Source: an optimization exercise on an open RTL-to-GDS flow (aim: small area, a short achievable clock period and few clock cycles). Production flows keep margins and buffers that such runs may drop.
The RTL was checked by simulation tests, not by an equivalence proof against the original design.
Power figures rest on the tool's default switching activity, not on a simulated workload.

==> inputs of branch fjord <==
## tlvcrc16
module tlvcrc16 (
    input  wire        clk,
    input  wire        rst,
    input  wire        bus_req,
    input  wire        bus_we,
    input  wire [12:0] bus_addr,
    input  wire [1:0]  bus_size,
    input  wire [31:0] bus_wdata,
    output reg         bus_ack,
    output reg         bus_err,
    output reg  [31:0] bus_rdata
);
    localparam E_VALUE_TOO_LONG = 4'd1;
    localparam E_ILLEGAL        = 4'd2;
    localparam E_SEQUENCE       = 4'd3;
    localparam E_INVALID_TAG    = 4'd4;
    localparam E_OVERFLOW       = 4'd5;
    localparam OP_NOP       = 4'h0;
    localparam OP_CLEAR     = 4'h1;
    localparam OP_CRC_INIT  = 4'h2;
    localparam OP_CRC_BYTE  = 4'h3;
    localparam OP_CRC_EMIT  = 4'h4;
    localparam OP_FLD_OPEN  = 4'h5;
    localparam OP_FLD_BYTE  = 4'h6;
    localparam OP_FLD_CLOSE = 4'h7;
    localparam OP_CMP_OPEN  = 4'h8;
    localparam OP_CMP_CLOSE = 4'h9;
    localparam OP_OUT_BYTE  = 4'hA;
    reg [15:0] crc;
    reg        fopen;
    reg [15:0] ftag;
    reg [6:0]  flen;
    reg        copen;
    reg [15:0] ctag;
    reg [6:0]  clen;
    reg [8:0]  olen;
    reg        fault;
    reg [3:0]  errcode;
    reg [31:0] errcmd;
    reg [2:0]  ph;         
    reg [7:0]  rbyte;      
    reg [7:0]  ridx_q;
    reg        rvalid;
    reg [8:0]  cpos;       
    reg [8:0]  vpos;       
    reg [15:0] racc;       
    reg        busy;       
    reg [7:0]  fcnt;
    reg [15:0] dfix;
    reg [2047:0] obuf;
    function [15:0] crc_step;
        input [15:0] c;
        input [7:0]  b;
        integer i;
        reg [15:0] r;
        begin
            r = c ^ {b, 8'h00};
            for (i = 0; i < 8; i = i + 1)
                r = r[15] ? ((r << 1) ^ 16'h1021) : (r << 1);
            crc_step = r;
        end
    endfunction
    function [7:0] hex_char;
        input [3:0] n;
        begin
            hex_char = (n <= 4'd9) ? (8'h30 + {4'h0, n}) : (8'h41 + {4'h0, n} - 8'd10);
        end
    endfunction
    function is_digit;
  ...
clock: 10.0 ns
lec_check: 0
cap_margin: 20
core_margin: 2
core_utilization: 45
cts_cluster_diameter: 100
cts_cluster_size: 30
setup_slack_margin: 4.6
slew_margin: 20
run.sh (not shown) runs the stock make flow with config.mk's settings and CLKGATE_MAP_FILE= SYNTH_SCRIPT=/design/flow/synth_recipe.tcl, a recipe that flattens the netlist after the stock synthesis.
==> branch zinc: changes against branch fjord <==
--- a/flow/design.v
+++ b/flow/design.v
@@ -33,19 +33,16 @@
     reg        copen;
     reg [15:0] ctag;
     reg [6:0]  clen;
     reg [8:0]  olen;
     reg        fault;
     reg [3:0]  errcode;
     reg [31:0] errcmd;
     reg [2:0]  ph;         
-    reg [7:0]  rbyte;      
-    reg [7:0]  ridx_q;
-    reg        rvalid;
     reg [8:0]  cpos;       
     reg [8:0]  vpos;       
     reg [15:0] racc;       
     reg        busy;       
     reg [7:0]  fcnt;
     reg [15:0] dfix;
     reg [2047:0] obuf;
     function [15:0] crc_step;
@@ -242,18 +239,18 @@
             default:
                 chk = 4'd0;
         endcase
     end
     wire is_clear = (w == 32'h10000000);
     wire cmd      = bus_req && bus_we && is_cmd && !busy;
     wire exec     = cmd && !fault && legal && (chk == 4'd0);
     wire raise    = cmd && !fault && !(legal && (chk == 4'd0));
-    wire fix_cond  = !fault && (fopen || copen) && (op == OP_CRC_INIT || op == OP_CRC_BYTE);
-    wire fix_start = bus_req && bus_we && !busy && fix_cond;
+    wire fix_start = bus_req && bus_we && !busy && !fault && (fopen || copen) &&
+                     (op == OP_CRC_INIT || op == OP_CRC_BYTE);
     wire [6:0]  hlen = fopen ? flen : clen;           
     wire [15:0] htag = fopen ? ftag : ctag;
     wire [23:0] tab  = dec2_tab(hlen);
     wire [31:0] hdr  = {htag, 4'h3, tab[23:20], 4'h3, tab[19:16]};
     wire [31:0] hexs = {hex_char(crc[15:12]), hex_char(crc[11:8]),
                         hex_char(crc[7:4]), hex_char(crc[3:0])};
     wire [31:0] quad = (fopen || copen) ? hdr : hexs;
     wire [8:0]  hpos = (fopen && copen) ? cpos : olen;
@@ -312,28 +309,25 @@
                                                  wd : obuf[(RL*gk+(gq+1)%RL)*8 +: 8]);
             end
         end
     endgenerate
     always @(posedge clk) begin
         if (rst) ph <= {RB{1'b0}};
         else     ph <= ph_n;
     end
-    always @(posedge clk) begin
-        rbyte  <= cmask ? cbyte : 8'd0;
-        ridx_q <= cidx;
-        rvalid <= !rst && !(bus_req && bus_we);
-    end
     wire [7:0]    ridx  = bus_addr[9:2];
-    wire          nxt   = (ridx[RB-1:0] == ph);
-    wire [7-RB:0] cring = ridx[7:RB] + {{(7-RB){1'b0}}, nxt && (ph == {RB{1'b1}})};
-    wire [7:0]    cidx  = {cring, ph_n};
-    wire [7:0]    cbyte = ~obuf[({cring, {RB{1'b0}}} + 1) * 8 +: 8];    
-    wire          cmask = ({1'b0, cidx} < olen);
-    wire          hit   = rvalid && (ridx == ridx_q);
+    wire          hit   = (ridx[RB-1:0] == ph);
+    wire [7:0]    tapb  = obuf[{ridx[7:RB], {RB{1'b0}}} * 8 +: 8];
+    reg  [NR-1:0] tmask;
+    integer mk;
+    always @(*)
+        for (mk = 0; mk < NR; mk = mk + 1)
+            tmask[mk] = (olen[8:RB] > mk) || ((olen[8:RB] == mk) && (olen[RB-1:0] > ph));
+    wire          tapm  = tmask[ridx[7:RB]];
     reg [31:0] regv;
     always @(*) begin
         case (bus_addr[5:2])
             4'd1: regv = {24'd0, errcode, 1'b0, fault, copen, fopen};
             4'd2: regv = {16'd0, crc};
             4'd3: regv = {23'd0, olen};
             4'd4: regv = {25'd0, flen};
             4'd5: regv = {25'd0, clen};
@@ -341,23 +335,23 @@
             4'd7: regv = {16'd0, ctag};
             default: regv = errcmd;
         endcase
     end
     always @(*) begin
         if (busy)
             bus_ack = (fcnt == 8'd0);
         else
-            bus_ack = bus_we ? !fix_cond : !(bus_addr[12] && !hit);
+            bus_ack = !(fix_start || (bus_req && rd_obuf && !hit));
         if (bus_we)
             bus_err = !is_cmd;
         else
             bus_err = !(word_ok && (in_regs || in_obuf));
         if (bus_addr[12])
-            bus_rdata = {24'd0, rbyte};
+            bus_rdata = {24'd0, tapm ? tapb : 8'd0};
         else
             bus_rdata = regv;
     end
     wire [15:0] crc_b    = crc_step(crc, opb);
     wire [15:0] racc_b   = crc_step(racc, opb);
     wire [15:0] racc_base = copen ? racc : crc;
     wire [15:0] racc_open = crc_step(crc_step(crc_step(crc_step(racc_base, opt[15:8]), opt[7:0]), 8'h00), 8'h00);
     wire [15:0] racc_y   = racc ^ tab[15:0];
Settings changed: CORE_UTILIZATION 45 to 40, CTS_CLUSTER_DIAMETER 100 to default, CTS_CLUSTER_SIZE 30 to default, SETUP_SLACK_MARGIN 4.6 to 4.3.
==> branch harbor: changes against branch fjord <==
--- a/flow/design.v
+++ b/flow/design.v
@@ -32,27 +32,26 @@
     reg [6:0]  flen;
     reg        copen;
     reg [15:0] ctag;
     reg [6:0]  clen;
     reg [8:0]  olen;
     reg        fault;
     reg [3:0]  errcode;
     reg [31:0] errcmd;
-    reg [2:0]  ph;         
-    reg [7:0]  rbyte;      
-    reg [7:0]  ridx_q;
-    reg        rvalid;
     reg [8:0]  cpos;       
     reg [8:0]  vpos;       
     reg [15:0] racc;       
     reg        busy;       
     reg [7:0]  fcnt;
     reg [15:0] dfix;
     reg [2047:0] obuf;
+    reg [7:0]  pidx;       
+    reg [7:0]  rd0, rd1;   
+    reg        v0, v1;
     function [15:0] crc_step;
         input [15:0] c;
         input [7:0]  b;
         integer i;
         reg [15:0] r;
         begin
             r = c ^ {b, 8'h00};
             for (i = 0; i < 8; i = i + 1)
@@ -242,98 +241,79 @@
             default:
                 chk = 4'd0;
         endcase
     end
     wire is_clear = (w == 32'h10000000);
     wire cmd      = bus_req && bus_we && is_cmd && !busy;
     wire exec     = cmd && !fault && legal && (chk == 4'd0);
     wire raise    = cmd && !fault && !(legal && (chk == 4'd0));
-    wire fix_cond  = !fault && (fopen || copen) && (op == OP_CRC_INIT || op == OP_CRC_BYTE);
-    wire fix_start = bus_req && bus_we && !busy && fix_cond;
+    wire fix_start = bus_req && bus_we && !busy && !fault && (fopen || copen) &&
+                     (op == OP_CRC_INIT || op == OP_CRC_BYTE);
     wire [6:0]  hlen = fopen ? flen : clen;           
     wire [15:0] htag = fopen ? ftag : ctag;
     wire [23:0] tab  = dec2_tab(hlen);
     wire [31:0] hdr  = {htag, 4'h3, tab[23:20], 4'h3, tab[19:16]};
     wire [31:0] hexs = {hex_char(crc[15:12]), hex_char(crc[11:8]),
                         hex_char(crc[7:4]), hex_char(crc[3:0])};
     wire [31:0] quad = (fopen || copen) ? hdr : hexs;
     wire [8:0]  hpos = (fopen && copen) ? cpos : olen;
-    localparam RB = 3;                  
-    localparam RL = 1 << RB;
-    localparam NR = 256 / RL;
-    wire [RB-1:0] ph_n = ph + 1'b1;
     wire op_b1  = (op == OP_FLD_BYTE) || (op == OP_OUT_BYTE);
     wire op_b4  = (op == OP_FLD_CLOSE) || (op == OP_CMP_CLOSE) || (op == OP_CRC_EMIT);
     wire wen    = exec && (op_b1 || op_b4);
-    wire [8:0]    wpos = (op == OP_FLD_BYTE) ? vpos : hpos;
-    wire [RB-1:0] wq   = wpos[RB-1:0] - ph_n;      
-    wire [1:0]    wr   = wq[1:0];
-    wire [8-RB:0] wk   = wpos[8:RB];               
+    wire [8:0]  wpos = (op == OP_FLD_BYTE) ? vpos : hpos;
+    wire [1:0]  wr   = wpos[1:0];
     wire [7:0]  wb0 = op_b1 ? opb : quad[31:24];
     wire [7:0]  wb1 = quad[23:16];
     wire [7:0]  wb2 = quad[15:8];
     wire [7:0]  wb3 = quad[7:0];
     reg  [7:0]  lane [0:3];
     always @(*) begin
         case (wr)
             2'd0: begin lane[0] = wb0; lane[1] = wb1; lane[2] = wb2; lane[3] = wb3; end
             2'd1: begin lane[0] = wb3; lane[1] = wb0; lane[2] = wb1; lane[3] = wb2; end
             2'd2: begin lane[0] = wb2; lane[1] = wb3; lane[2] = wb0; lane[3] = wb1; end
             default: begin lane[0] = wb1; lane[1] = wb2; lane[2] = wb3; lane[3] = wb0; end
         endcase
     end
-    reg [RL-1:0] sa, sb;
-    reg [RB-1:0] sj;
-    reg [RB:0]   so;
-    reg          st;
-    integer q;
+    reg [3:0] la, lb;
+    integer j;
     always @(*) begin
-        for (q = 0; q < RL; q = q + 1) begin
-            sj = q[RB-1:0] - wq;
-            so = {1'b0, wpos[RB-1:0]} + {1'b0, sj};
-            st = wen && (op_b4 ? (sj < 3'd4) : (sj == 3'd0));
-            sa[q] = st && !so[RB];
-            sb[q] = st && so[RB];
+        for (j = 0; j < 4; j = j + 1) begin
+            la[j] = wen && (j >= wr) && (op_b4 || (j == wr));
+            lb[j] = wen && op_b4 && (j < wr);
         end
     end
-    genvar gk, gq;
+    wire [6:0] wword = wpos[8:2];
+    genvar gk, gj;
     generate
-        for (gk = 0; gk < NR; gk = gk + 1) begin : ow
-            wire sel_a = (wk == gk);
+        for (gk = 0; gk < 64; gk = gk + 1) begin : ow
+            wire sel_a = (wword == gk);
             wire sel_b;
             if (gk > 0) begin : nb
-                assign sel_b = (wk == gk - 1);
+                assign sel_b = (wword == gk - 1);
             end else begin : fb
                 assign sel_b = 1'b0;
             end
-            for (gq = 0; gq < RL; gq = gq + 1) begin : ob
-                wire [7:0] wd = (gq % 2) ? lane[gq % 4] : ~lane[gq % 4];
+            for (gj = 0; gj < 4; gj = gj + 1) begin : ob
                 always @(posedge clk)
-                    obuf[(RL*gk+gq)*8 +: 8] <= ~(((sel_a && sa[gq]) || (sel_b && sb[gq])) ?
-                                                 wd : obuf[(RL*gk+(gq+1)%RL)*8 +: 8]);
+                    if ((sel_a && la[gj]) || (sel_b && lb[gj]))
+                        obuf[(4*gk+gj)*8 +: 8] <= lane[gj];
             end
         end
     endgenerate
-    always @(posedge clk) begin
-        if (rst) ph <= {RB{1'b0}};
-        else     ph <= ph_n;
-    end
-    always @(posedge clk) begin
-        rbyte  <= cmask ? cbyte : 8'd0;
-        ridx_q <= cidx;
-        rvalid <= !rst && !(bus_req && bus_we);
-    end
-    wire [7:0]    ridx  = bus_addr[9:2];
-    wire          nxt   = (ridx[RB-1:0] == ph);
-    wire [7-RB:0] cring = ridx[7:RB] + {{(7-RB){1'b0}}, nxt && (ph == {RB{1'b1}})};
-    wire [7:0]    cidx  = {cring, ph_n};
-    wire [7:0]    cbyte = ~obuf[({cring, {RB{1'b0}}} + 1) * 8 +: 8];    
-    wire          cmask = ({1'b0, cidx} < olen);
-    wire          hit   = rvalid && (ridx == ridx_q);
+    wire [7:0]  ridx  = bus_addr[9:2];
+    wire        match = (ridx == pidx);
+    wire        hit   = match && (pidx[0] ? v1 : v0);
+    wire [6:0]  idx1  = pidx[7:1];
+    wire [7:0]  idx0  = {1'b0, pidx[7:1]} + {7'd0, pidx[0]};
+    wire [7:0]  b0    = obuf[{idx0[6:0], 1'b0} * 8 +: 8];
+    wire [7:0]  b1    = obuf[{idx1, 1'b1} * 8 +: 8];
+    wire        m0    = ({idx0, 1'b0} < olen);
+    wire        m1    = ({1'b0, idx1, 1'b1} < olen);
     reg [31:0] regv;
     always @(*) begin
         case (bus_addr[5:2])
             4'd1: regv = {24'd0, errcode, 1'b0, fault, copen, fopen};
             4'd2: regv = {16'd0, crc};
             4'd3: regv = {23'd0, olen};
             4'd4: regv = {25'd0, flen};
             4'd5: regv = {25'd0, clen};
@@ -341,23 +321,23 @@
             4'd7: regv = {16'd0, ctag};
             default: regv = errcmd;
         endcase
     end
     always @(*) begin
         if (busy)
             bus_ack = (fcnt == 8'd0);
         else
-            bus_ack = bus_we ? !fix_cond : !(bus_addr[12] && !hit);
+            bus_ack = !(fix_start || (bus_req && rd_obuf && !hit));
         if (bus_we)
             bus_err = !is_cmd;
         else
             bus_err = !(word_ok && (in_regs || in_obuf));
         if (bus_addr[12])
-            bus_rdata = {24'd0, rbyte};
+            bus_rdata = {24'd0, bus_addr[2] ? rd1 : rd0};
         else
             bus_rdata = regv;
     end
     wire [15:0] crc_b    = crc_step(crc, opb);
     wire [15:0] racc_b   = crc_step(racc, opb);
     wire [15:0] racc_base = copen ? racc : crc;
     wire [15:0] racc_open = crc_step(crc_step(crc_step(crc_step(racc_base, opt[15:8]), opt[7:0]), 8'h00), 8'h00);
     wire [15:0] racc_y   = racc ^ tab[15:0];
@@ -452,9 +432,34 @@
                         olen <= olen + 9'd1;
                         crc  <= crc_b;
                     end
                     default: ;
                 endcase
             end
         end
     end
+    always @(posedge clk) begin
+        rd0 <= m0 ? b0 : 8'd0;
+        rd1 <= m1 ? b1 : 8'd0;
+        if (rst || (cmd && is_clear)) begin
+            pidx <= 8'd0;
+            v0   <= 1'b0;
+            v1   <= 1'b0;
+        end else if (bus_req && bus_we) begin
+            v0 <= 1'b0;
+            v1 <= 1'b0;
+        end else if (bus_req && rd_obuf && !match) begin
+            pidx <= ridx;
+            v0   <= 1'b0;
+            v1   <= 1'b0;
+        end else if (bus_req && rd_obuf && hit) begin
+            pidx <= pidx + 8'd1;
+            if (pidx[0]) v1 <= 1'b0;
+            else         v0 <= 1'b0;
+            if (pidx[0]) v0 <= 1'b1;
+            else         v1 <= 1'b1;
+        end else begin
+            v0 <= 1'b1;
+            v1 <= 1'b1;
+        end
+    end
 endmodule
Settings changed: CORE_UTILIZATION 45 to 40, CTS_CLUSTER_DIAMETER 100 to default, CTS_CLUSTER_SIZE 30 to default, SETUP_SLACK_MARGIN 4.6 to 5.
==> comparison <==
Of branch fjord and branch zinc, branch fjord has the higher sequential power (gap about 0.6%, measured against branch zinc). Between branch harbor and branch fjord, the lower wire length is in branch harbor (gap about 2.7%, measured against branch fjord). Final area, highest first: branch harbor, branch zinc, branch fjord. Worst hold slack, highest first: branch harbor, branch fjord, branch zinc. Branch zinc finished clean. Branch harbor completed with no timing, DRC or antenna violations. Branch fjord produced a clean layout.
==> figures <==
Gp weighted congestion: branch zinc 0.932; branch harbor 0.959; branch fjord 0.944
Detailed route wirelength on metal2: branch zinc 149 mm; branch harbor 149 mm; branch fjord 146 mm
Wire length of the first global-routing pass: branch zinc 477 mm; branch harbor 453 mm; branch fjord 461 mm
Vias per Instance: branch zinc 5.98; branch harbor 6.28; branch fjord 5.99
Global-route total usage across every layer: branch zinc 0.293; branch harbor 0.253; branch fjord 0.320
Final Net Count: branch zinc 8020; branch harbor 6230; branch fjord 8046
Status: branch zinc finished clean; branch harbor finished clean; branch fjord finished clean
Power dissipated by switching net loads: branch zinc 6.15 mW; branch harbor 4.11 mW; branch fjord 4.99 mW
First-pass DRT Iterations: branch zinc 9; branch harbor 8; branch fjord 9
Worst Path Arrival: branch zinc 4.13 ns; branch harbor 3.81 ns; branch fjord 3.59 ns
Testbench counts of branch fjord, summed over its fixed seeds: cycles 13,614.
Testbench counts of branch zinc, summed over its fixed seeds: cycles 13,614.
Testbench counts of branch harbor, summed over its fixed seeds: cycles 13,460.

==> what the ideal ports hide <==
Ports are ideal in the flow. The routed layouts listed here were re-timed in OpenROAD. Step 1 assumes that a clkbuf_16 drives the clock port and a buf_2 every other input. Step 2 times the ports against the registers' clock, not the clock port: input delays grow and output delays shrink by t, the midpoint of the rising clock arrivals with the driver on. Three values: no drivers, after step 1, after step 2; two values: the first two.
run | shift t [ns] | slack for setup (ns) | clock arrival spread, ns
branch fjord | 0.847 | 4.412 / 4.317 / 3.684 | 0.075 / 0.074
branch zinc | 0.965 | 3.866 / 3.523 / 3.361 | 0.099 / 0.100
branch harbor | 0.950 | 4.193 / 4.113 / 4.067 | 0.074 / 0.073
After both steps every run listed still meets setup and hold. The setup slack of branch fjord, which loses most, moves by -0.095 ns with the drivers and by -0.728 ns with both steps.
